Context: an optimization exercise on an open-source flow, tuned for small area and a short achievable clock period. The choices shown serve that exercise and are no tape-out recipe. The RTL was checked by simulation tests, not by an equivalence proof against the original design. No activity file was given, so power comes from the tool's default toggle rates.

Setup of oak:
// qd256
module qd256 (
    input  wire       clk,
    input  wire       rst,
    input  wire       cmd_valid,
    input  wire [2:0] cmd_op,
    input  wire [7:0] cmd_a,
    input  wire [7:0] cmd_b,
    output reg        res_valid,
    output reg  [7:0] res,
    output wire       err
);
    reg [7:0] acc;
    reg       err_q;
    wire       use_acc = cmd_op[2];                  
    wire       inv     = ~(cmd_op[0] ^ cmd_op[2]);   
    wire       no_b    = cmd_op[1];                  
    wire [7:0] l    = use_acc ? acc : cmd_a;
    wire [7:0] r    = no_b ? 8'h00 : cmd_b;
    wire       jl   = l[7];
    wire       sub  = jl | inv;
    wire       cin  = jl;
    wire       nout = inv & ~jl;
    wire       flip = jl & (r[0] ^ (inv & l[0]));
    wire [6:0] ro = r[6:0] ^ {7{sub}};
    wire [6:0] lo = l[6:0];
    wire [7:0] g0 = {lo & ro, cin};
    wire [7:0] p0 = {lo ^ ro, 1'b0};
    wire [7:0] s8 = {lo, cin} + {ro, cin};
    wire [6:0] cc = s8[7:1] ^ p0[7:1];
    wire [6:0] sum = p0[7:1] ^ cc;
    wire [6:0] k    = sum ^ {7{nout}} ^ {flip, 6'd0};
    wire [7:0] out  = {jl ^ r[7], k};
  ...
Settings: LEC_CHECK=0, CAP_MARGIN=20, CORE_MARGIN=2, CORE_UTILIZATION=40, SLEW_MARGIN=20; clock period 10.0 ns.
standard.sh (not shown) runs the stock make flow with config.mk's settings and CLKGATE_MAP_FILE= SYNTH_SCRIPT=/design/flow/synth_recipe.tcl, a recipe that flattens the netlist after the stock synthesis.
==> flow/flow/run.sh <==
#!/bin/bash
# Own layout flow: the standard flow (standard synthesis unchanged) with
# plain buf_1 port buffers, an internal setup target for repair_timing
# (flow/knobs.txt) and, after CTS, a downsizing pass that keeps that target.
set -euo pipefail
cd "$(dirname "${BASH_SOURCE[0]}")/.."
KNOBS=$(cat flow/knobs.txt)
for h in flow/*.hook.tcl; do
  [ -e "$h" ] || continue
  v=$(basename "$h" .hook.tcl)
  export "${v}_TCL=$PWD/$h"
done
# shellcheck disable=SC2086
bash standard.sh $KNOBS \
  "BUFFER_PORTS_ARGS=-buffer_cell sky130_fd_sc_hd__buf_1" finish > make_finish.log 2>&1
==> flow/flow/PRE_FLOORPLAN.hook.tcl <==
# Re-map the synthesized logic for area (registers are left as they are);
# repair_timing later in the flow sizes the critical paths back up.
puts "hook: restructure for area"
if { [env_var_exists_and_non_empty DONT_USE_CELLS] } {
  set_dont_use $::env(DONT_USE_CELLS)
}
report_design_area
file mkdir $::env(OBJECTS_DIR)/rmp
restructure -target area -liberty_file [lindex $::env(LIB_FILES) 0] \
  -tielo_port sky130_fd_sc_hd__conb_1/LO -tiehi_port sky130_fd_sc_hd__conb_1/HI \
  -work_dir $::env(OBJECTS_DIR)/rmp -abc_logfile $::env(LOG_DIR)/rmp_abc.log
report_design_area
==> flow/flow/knobs.txt <==
SETUP_SLACK_MARGIN=6.5
Here is what was changed in the inputs of pine compared with oak.
==> flow/flow/knobs.txt <==
SETUP_SLACK_MARGIN=5.0
### Flow results
- Taking oak as the reference, in pine final-layout clock-cell area share increased 0.38 points, pin count of the biggest net entering global routing increased 3, final setup slack of the worst path decreased 0.69 ns, sequential power essentially unchanged, sequential share of layout area increased 6.1 points.
- Average routed wire per standard cell: pine vs oak down 1.3 um
- In pine, the total of fill cells in the finished design came out about 12% above the value in oak.
diff inputs: pine => birch
==> flow/flow/knobs.txt <==
SETUP_SLACK_MARGIN=6.0
### Flow results
- birch against pine: total power per unit cell area moved down; aggregate routed wire length up about 18%; met3 wire length climbed about 70%; actual slew at the worst max-slew pin increased by 0.081 ns relative to the old numbers; post-route worst hold slack higher.
- [compare] base=pine new=birch: critical path depth lower; post-layout minimum cycle time -0.67 ns.
--- input diff birch..maple ---
==> flow/flow/run.sh <==
#!/bin/bash
# Own layout flow: the standard flow (standard synthesis unchanged) with
# smaller port buffers and a tighter internal setup target for repair_timing.
set -euo pipefail
cd "$(dirname "${BASH_SOURCE[0]}")/.."
KNOBS=$(cat flow/knobs.txt)
# shellcheck disable=SC2086
bash standard.sh $KNOBS \
  "BUFFER_PORTS_ARGS=-buffer_cell sky130_fd_sc_hd__buf_1" finish > make_finish.log 2>&1
==> flow/flow/knobs.txt <==
SETUP_SLACK_MARGIN=5.0
removed: flow/flow/PRE_FLOORPLAN.hook.tcl
Results
Against birch, maple comes in 34% lower on count of plain and timing-repair buffers. Changes observed in maple relative to birch: placed instance count down 6, instance area after placement up 9.6%, detailed-routing iteration count for the pre-antenna-repair pass up 1, power up 0.015 mW, area enclosed by the die boundary up 20%. Relative to birch, synthesized area increased by 220 sq um in maple. Relative to birch, maple degrades maximum frequency. Comparing birch against maple, there is no change at all in initial antenna violation count.

* * *

== v26 ==
qd256, a different RTL version from the one above (not shown whole).
For scale: about 140 cells after synthesis, roughly 32 I/O pins, roughly 0.0011 mm² of cells after synthesis.
Settings: LEC_CHECK=0, ABC_AREA=1, CAP_MARGIN=20, CORE_AREA=2 2 61 61, DIE_AREA=0 0 63 63, SLEW_MARGIN=20; clock period 10.0 ns.
==> flow/flow/run.sh <==
#!/bin/bash
# Own layout flow: the standard synthesis unchanged, then the logic
# between the registers re-mapped for area by OpenROAD's restructure (ABC),
# then the standard layout with plain buf_1 port buffers and an internal
# setup target for repair_timing (flow/knobs.txt); CTS adds no dummy load cells.
set -euo pipefail
cd "$(dirname "${BASH_SOURCE[0]}")/.."
KNOBS=$(cat flow/knobs.txt)
RES=$PWD/orfs/results/$FLOW_PLATFORM/qd256/base
bash standard.sh synth > make_synth.log 2>&1
mkdir -p rmp_work
LIB=$FLOW_HOME/platforms/$FLOW_PLATFORM/lib/sky130_fd_sc_hd__tt_025C_1v80.lib
python3 flow/libfilter.py "$LIB" rmp_work/rmp.lib 'sky130_fd_sc_hd__probe*' 'sky130_fd_sc_hd__lpflow_*'
RES=$RES LIB=$LIB RMP_LIB=$PWD/rmp_work/rmp.lib \
  openroad -no_init -exit flow/rmp.tcl > openroad_rmp.log 2>&1
# shellcheck disable=SC2086
bash standard.sh $KNOBS \
  "BUFFER_PORTS_ARGS=-buffer_cell sky130_fd_sc_hd__buf_1" \
  "CTS_ARGS=-sink_clustering_enable -repair_clock_nets -dont_use_dummy_load" \
  finish > make_finish.log 2>&1
==> flow/flow/knobs.txt <==
SETUP_SLACK_MARGIN=6.0 PLACE_DENSITY=0.7
Other scripts of this flow, unchanged in this note and not shown: flow/flow/libfilter.py, flow/flow/rmp.tcl
diff inputs: v26 => v14
==> flow/flow/knobs.txt <==
SETUP_SLACK_MARGIN=6.3 PLACE_DENSITY=0.8
[summary]
v14: flow completed, timing, DRC and antenna clean
The required time of the critical path was comparable across v14 and v26.
v14 packs its core more tightly than v26.
Measured against v14, the non-clock buffer count of v26 comes out at 0.865 times the reference value.
Input-level comparison between v22 and v14:
==> flow/flow/knobs.txt <==
SETUP_SLACK_MARGIN=6.6 PLACE_DENSITY=0.7 SETUP_MOVE_SEQUENCE=unbuffer,sizeup,swap
--- outcome ---
- Transition at the pin with the smallest max-transition slack was lower in the run labelled v14.
- Reported for v22 and v14, synthesized cell count turned out identical to the last digit.
- Sort v22 and v14 by utilization desc -> top: v22
- Finished layout cell area: v22 > v14

* * *

== before ==
qd256 with an RTL version that a note above also has.
Size: about 140 cells after synthesis, about 32 I/O pins, roughly 1000 µm² of cells after synthesis.
==> flow/config.mk <==
export PLATFORM = sky130hd
export DESIGN_NAME = qd256
export DESIGN_NICKNAME = qd256
export VERILOG_FILES = /design/flow/design.v
export SDC_FILE = /design/flow/constraint.sdc
export NUM_CORES = 4
export LEC_CHECK = 0
export CAP_MARGIN = 20
export CORE_AREA = 2 2 61 61
export DIE_AREA = 0 0 63 63
export SLEW_MARGIN = 20
==> flow/constraint.sdc <==
create_clock -name core_clock -period 10.0 [get_ports {clk}]
set_input_delay 2.0000 -clock core_clock [delete_from_list [all_inputs] [get_ports {clk}]]
set_output_delay 2.0000 -clock core_clock [all_outputs]
set_load 0.01 [all_outputs]
==> flow/flow/run.sh <==
#!/bin/bash
# Own layout flow: the standard synthesis unchanged, then the logic
# between the registers re-mapped for area by OpenROAD's restructure (ABC),
# then the standard layout with plain buf_1 port buffers and an internal
# setup target for repair_timing (flow/knobs.txt).
set -euo pipefail
cd "$(dirname "${BASH_SOURCE[0]}")/.."
KNOBS=$(cat flow/knobs.txt)
RES=$PWD/orfs/results/$FLOW_PLATFORM/qd256/base
bash standard.sh synth > make_synth.log 2>&1
mkdir -p rmp_work
LIB=$FLOW_HOME/platforms/$FLOW_PLATFORM/lib/sky130_fd_sc_hd__tt_025C_1v80.lib
python3 flow/libfilter.py "$LIB" rmp_work/rmp.lib 'sky130_fd_sc_hd__probe*' 'sky130_fd_sc_hd__lpflow_*'
RES=$RES LIB=$LIB RMP_LIB=$PWD/rmp_work/rmp.lib \
  openroad -no_init -exit flow/rmp.tcl > openroad_rmp.log 2>&1
# shellcheck disable=SC2086
bash standard.sh $KNOBS \
  "BUFFER_PORTS_ARGS=-buffer_cell sky130_fd_sc_hd__buf_1" finish > make_finish.log 2>&1
==> flow/flow/knobs.txt <==
SETUP_SLACK_MARGIN=5.5 PLACE_DENSITY=0.7
Other scripts of this flow, unchanged in this note and not shown: flow/flow/libfilter.py, flow/flow/rmp.tcl
[inputs] after vs before
==> flow/flow/knobs.txt <==
SETUP_SLACK_MARGIN=6.5
### Flow results
- after ended up with cmd_op[2] as its origin of the worst setup path; before ended up with cmd_op[0].
- Looking at capture point of the worst path, the acc[4]$_SDFFE_PP0P_ result is from after; the acc[5]$_SDFFE_PP0P_ one comes from before.
- Going from before to after, final instance count without filler cells picked up an extra 19; combinational power now larger.
- The run with more setup slack is after; before has less.

* * *

wip/tundra:
The RTL this note starts from:
==> flow/design.v <==
module qd256 (
    input  wire       clk,
    input  wire       rst,
    input  wire       cmd_valid,
    input  wire [2:0] cmd_op,
    input  wire [7:0] cmd_a,
    input  wire [7:0] cmd_b,
    output reg        res_valid,
    output reg  [7:0] res,
    output wire       err
);
    reg [7:0] acc;
    reg       acc_in_res;
    reg       err_q;
    wire [7:0] acc_v = acc_in_res ? res : acc;
    wire       use_acc = cmd_op[2];                  
    wire       inv     = ~(cmd_op[0] ^ cmd_op[2]);   
    wire       no_b    = cmd_op[1];                  
    wire [7:0] l    = use_acc ? acc_v : cmd_a;
    wire [7:0] r    = no_b ? 8'h00 : cmd_b;
    wire       jl   = l[7];
    wire       sub  = jl | inv;                      
    wire       cin  = jl;                            
    wire       nout = inv & ~jl;                     
    wire       flip = jl & (r[0] ^ (inv & l[0]));    
    wire [6:0] ro   = r[6:0] ^ {7{sub}};
    wire [7:0] s8   = {l[6:0], cin} + {ro, cin};
    wire [6:0] k    = s8[7:1] ^ {7{nout}} ^ {flip, 6'd0};
    wire [7:0] out  = {jl ^ r[7], k};
    wire       emits = cmd_op[2] ? ~cmd_op[1] : (cmd_op[1] ^ cmd_op[0]);
    wire       v_enc = cmd_valid & (cmd_op == 3'b100);
    wire       v_dec = cmd_valid & (cmd_op == 3'b101);
    wire       v_clr = cmd_valid & (cmd_op == 3'b011);
    always @(posedge clk) begin
        if (rst) begin
            acc        <= 8'h00;
            acc_in_res <= 1'b0;
            err_q      <= 1'b0;
            res_valid  <= 1'b0;
        end else begin
            res_valid  <= cmd_valid & emits;
            acc        <= v_clr ? 8'h00 : v_dec ? cmd_b : acc_v;
            acc_in_res <= v_enc;
            if (cmd_valid & cmd_op[2] & cmd_op[1])
                err_q <= 1'b1;
        end
    end
    always @(posedge clk)
        res <= out;
    assign err = err_q;
endmodule
==> flow/config.mk <==
export PLATFORM = sky130hd
export DESIGN_NAME = qd256
export DESIGN_NICKNAME = qd256
export VERILOG_FILES = /design/flow/design.v
export SDC_FILE = /design/flow/constraint.sdc
export NUM_CORES = 4
export LEC_CHECK = 0
export ABC_AREA = 1
export CAP_MARGIN = 20
export CORE_AREA = 2 2 61 61
export DIE_AREA = 0 0 63 63
export SLEW_MARGIN = 20
==> flow/constraint.sdc <==
create_clock -name core_clock -period 10.0 [get_ports {clk}]
set_input_delay 2.0000 -clock core_clock [delete_from_list [all_inputs] [get_ports {clk}]]
set_output_delay 2.0000 -clock core_clock [all_outputs]
set_load 0.01 [all_outputs]
==> flow/flow/run.sh <==
#!/bin/bash
# Own layout flow: the standard synthesis unchanged, then the logic
# between the registers re-mapped for area by OpenROAD's restructure (ABC),
# then the standard layout with plain buf_1 port buffers and an internal
# setup target for repair_timing (flow/knobs.txt); CTS adds no dummy load cells.
set -euo pipefail
cd "$(dirname "${BASH_SOURCE[0]}")/.."
KNOBS=$(cat flow/knobs.txt)
RES=$PWD/orfs/results/$FLOW_PLATFORM/qd256/base
bash standard.sh synth > make_synth.log 2>&1
mkdir -p rmp_work
LIB=$FLOW_HOME/platforms/$FLOW_PLATFORM/lib/sky130_fd_sc_hd__tt_025C_1v80.lib
python3 flow/libfilter.py "$LIB" rmp_work/rmp.lib 'sky130_fd_sc_hd__probe*' 'sky130_fd_sc_hd__lpflow_*'
RES=$RES LIB=$LIB RMP_LIB=$PWD/rmp_work/rmp.lib \
  openroad -no_init -exit flow/rmp.tcl > openroad_rmp.log 2>&1
# shellcheck disable=SC2086
bash standard.sh $KNOBS \
  "BUFFER_PORTS_ARGS=-buffer_cell sky130_fd_sc_hd__buf_1" \
  "CTS_ARGS=-sink_clustering_enable -repair_clock_nets -dont_use_dummy_load" \
  finish > make_finish.log 2>&1
==> flow/flow/knobs.txt <==
SETUP_SLACK_MARGIN=6.15 PLACE_DENSITY=0.7
Other scripts of this flow, unchanged in this note and not shown: flow/flow/libfilter.py, flow/flow/rmp.tcl
Modified inputs, wip/umber compared to wip/tundra
==> flow/flow/knobs.txt <==
SETUP_SLACK_MARGIN=5.5 PLACE_DENSITY=0.7
Results
Diff wip/tundra -> wip/umber | data-path buffer share of cell area in the final layout | decrease of 0.49 points. In the tables for wip/tundra and wip/umber, number of vias in the routed layout reads higher with wip/tundra. Power (wip/umber vs. wip/tundra) decreases by a few percent. Going from wip/tundra to wip/umber, sequential share of layout area rose by 2.1 points, clock power shows an increase of about 3%.
Input changes introduced in wip/fjord (baseline for comparison: wip/umber):
==> flow/flow/knobs.txt <==
SETUP_SLACK_MARGIN=6.3 PLACE_DENSITY=0.7
--- outcome ---
For clock latency at the later pin of the worst-skew pair, wip/umber and wip/fjord come out practically identical. Looking at fraction of area in registers across wip/fjord and wip/umber, the one that comes out higher is wip/umber. NOTE number of filler instances in the final layout wip/umber->wip/fjord decreased by a few percent. wip/fjord vs wip/umber: first-iteration DRC count up by more than half. Between wip/umber and wip/fjord, mean number of vias per cell increased. Changes observed in wip/fjord relative to wip/umber: worst hold slack down 0.0052 ns, share of the cycle needed by the critical path after routing down 5.7 points. Looking at routing usage on met2 across wip/fjord and wip/umber, the one that comes out lower is wip/umber. The power consumed by combinational cells of wip/fjord exceeds that of wip/umber by about 13%. When the final numbers for wip/fjord and wip/umber were put side by side, the routability congestion estimate turned out to be greater in wip/umber.
For wip/lagoon, these inputs were changed with respect to wip/fjord:
==> flow/flow/knobs.txt <==
SETUP_SLACK_MARGIN=6.3 PLACE_DENSITY=0.7 SETUP_MOVE_SEQUENCE=unbuffer,sizeup,swap
## What came out
- Having completed the whole flow, wip/lagoon delivered a layout that passed the timing, DRC and antenna checks.
- wip/lagoon -> wip/fjord: final max-slew violation count flat
- [compare] base=wip/fjord new=wip/lagoon: largest fanout of any net on the critical path decreased 7; synthesis-to-finish area growth now sits higher; maximum frequency has increased.
- The run showing the greater reported net switching power is wip/fjord.
- The sequential portion of the cell area of wip/lagoon and that of wip/fjord are within noise of each other.
- From wip/fjord to wip/lagoon the numbers moved as follows: count of clock-buffer cells in the layout essentially unchanged; internal reg-to-reg setup slack essentially unchanged; first-iteration DRC count decreased about 17%; remaining routing DRC violations essentially unchanged.
> inputs changed (wip/lagoon -> wip/harbor)
==> flow/flow/knobs.txt <==
SETUP_SLACK_MARGIN=6.6 PLACE_DENSITY=0.7
--- outcome ---
Delta(combinational share of power, wip/harbor - wip/lagoon) > 0
Against wip/lagoon as the reference, wip/harbor delivers a higher number of global-route vias before repair.
Between wip/harbor and wip/lagoon, it is wip/harbor whose period utilization is lower, by 0.69 points.
Summary of wip/harbor over wip/lagoon: fraction of power spent switching nets moved up; number of buffers other than clock buffers in the final layout went up by 23; cell-internal power went up by about 14%; clock tree cell share of total cell area has decreased; standby leakage power went up by 35%.
Compare wip/lagoon and wip/harbor | post-layout minimum cycle time higher: wip/lagoon
Comparing the two runs side by side, wip/harbor comes out behind wip/lagoon on total power.
wip/harbor: post-layout worst setup margin 0.069 ns above wip/lagoon

what the ideal ports hide:
The flow's constraints put no driver on any port. The routed layouts listed below were extracted and timed again, unchanged, in two steps.
Step 1 assumes that a clkbuf_16 drives the clock port and a buf_2 every other input.
Step 2 times the ports against the registers' clock, not the clock port: input delays grow and output delays shrink by t, the midpoint of the rising clock arrivals with the driver on.
Three values: ideal, step 1, step 2; two values: the first two.
| run | shift t [ns] | setup slack, ns | worst setup path at the end | latest minus earliest clock arrival (ns) |
|---|---|---|---|---|
| oak | 0.310 | 5.952 / 5.892 / 5.582 | input to register | 0.002 / 0.002 |
| pine | 0.315 | 5.263 / 5.264 / 4.950 | input to register | 0.010 / 0.009 |
| birch | 0.307 | 5.935 / 5.863 / 5.556 | input to register | 0.009 / 0.009 |
| maple | 0.316 | 5.300 / 5.300 / 4.984 | input to register | 0.002 / 0.001 |
| v26 | 0.312 | 6.170 / 6.170 / 5.858 | input to register | 0.018 / 0.018 |
| v14 | 0.306 | 6.317 / 6.300 / 5.994 | input to register | 0.007 / 0.007 |
| v22 | 0.309 | 6.437 / 6.369 / 6.060 | input to register | 0.005 / 0.004 |
| before | 0.309 | 5.658 / 5.658 / 5.349 | input to register | 0.003 / 0.003 |
| after | 0.314 | 5.935 / 5.870 / 5.556 | input to register | 0.004 / 0.004 |
| wip/tundra | 0.311 | 6.261 / 6.245 / 5.934 | input to register | 0.025 / 0.025 |
| wip/umber | 0.312 | 5.807 / 5.810 / 5.497 | input to register | 0.015 / 0.015 |
| wip/fjord | 0.316 | 6.376 / 6.349 / 6.033 | input to register | 0.002 / 0.002 |
| wip/lagoon | 0.314 | 6.396 / 6.383 / 6.069 | input to register | 0.003 / 0.004 |
| wip/harbor | 0.312 | 6.466 / 6.399 / 6.087 | input to register | 0.004 / 0.004 |
After both steps setup and hold are still met in every run listed.
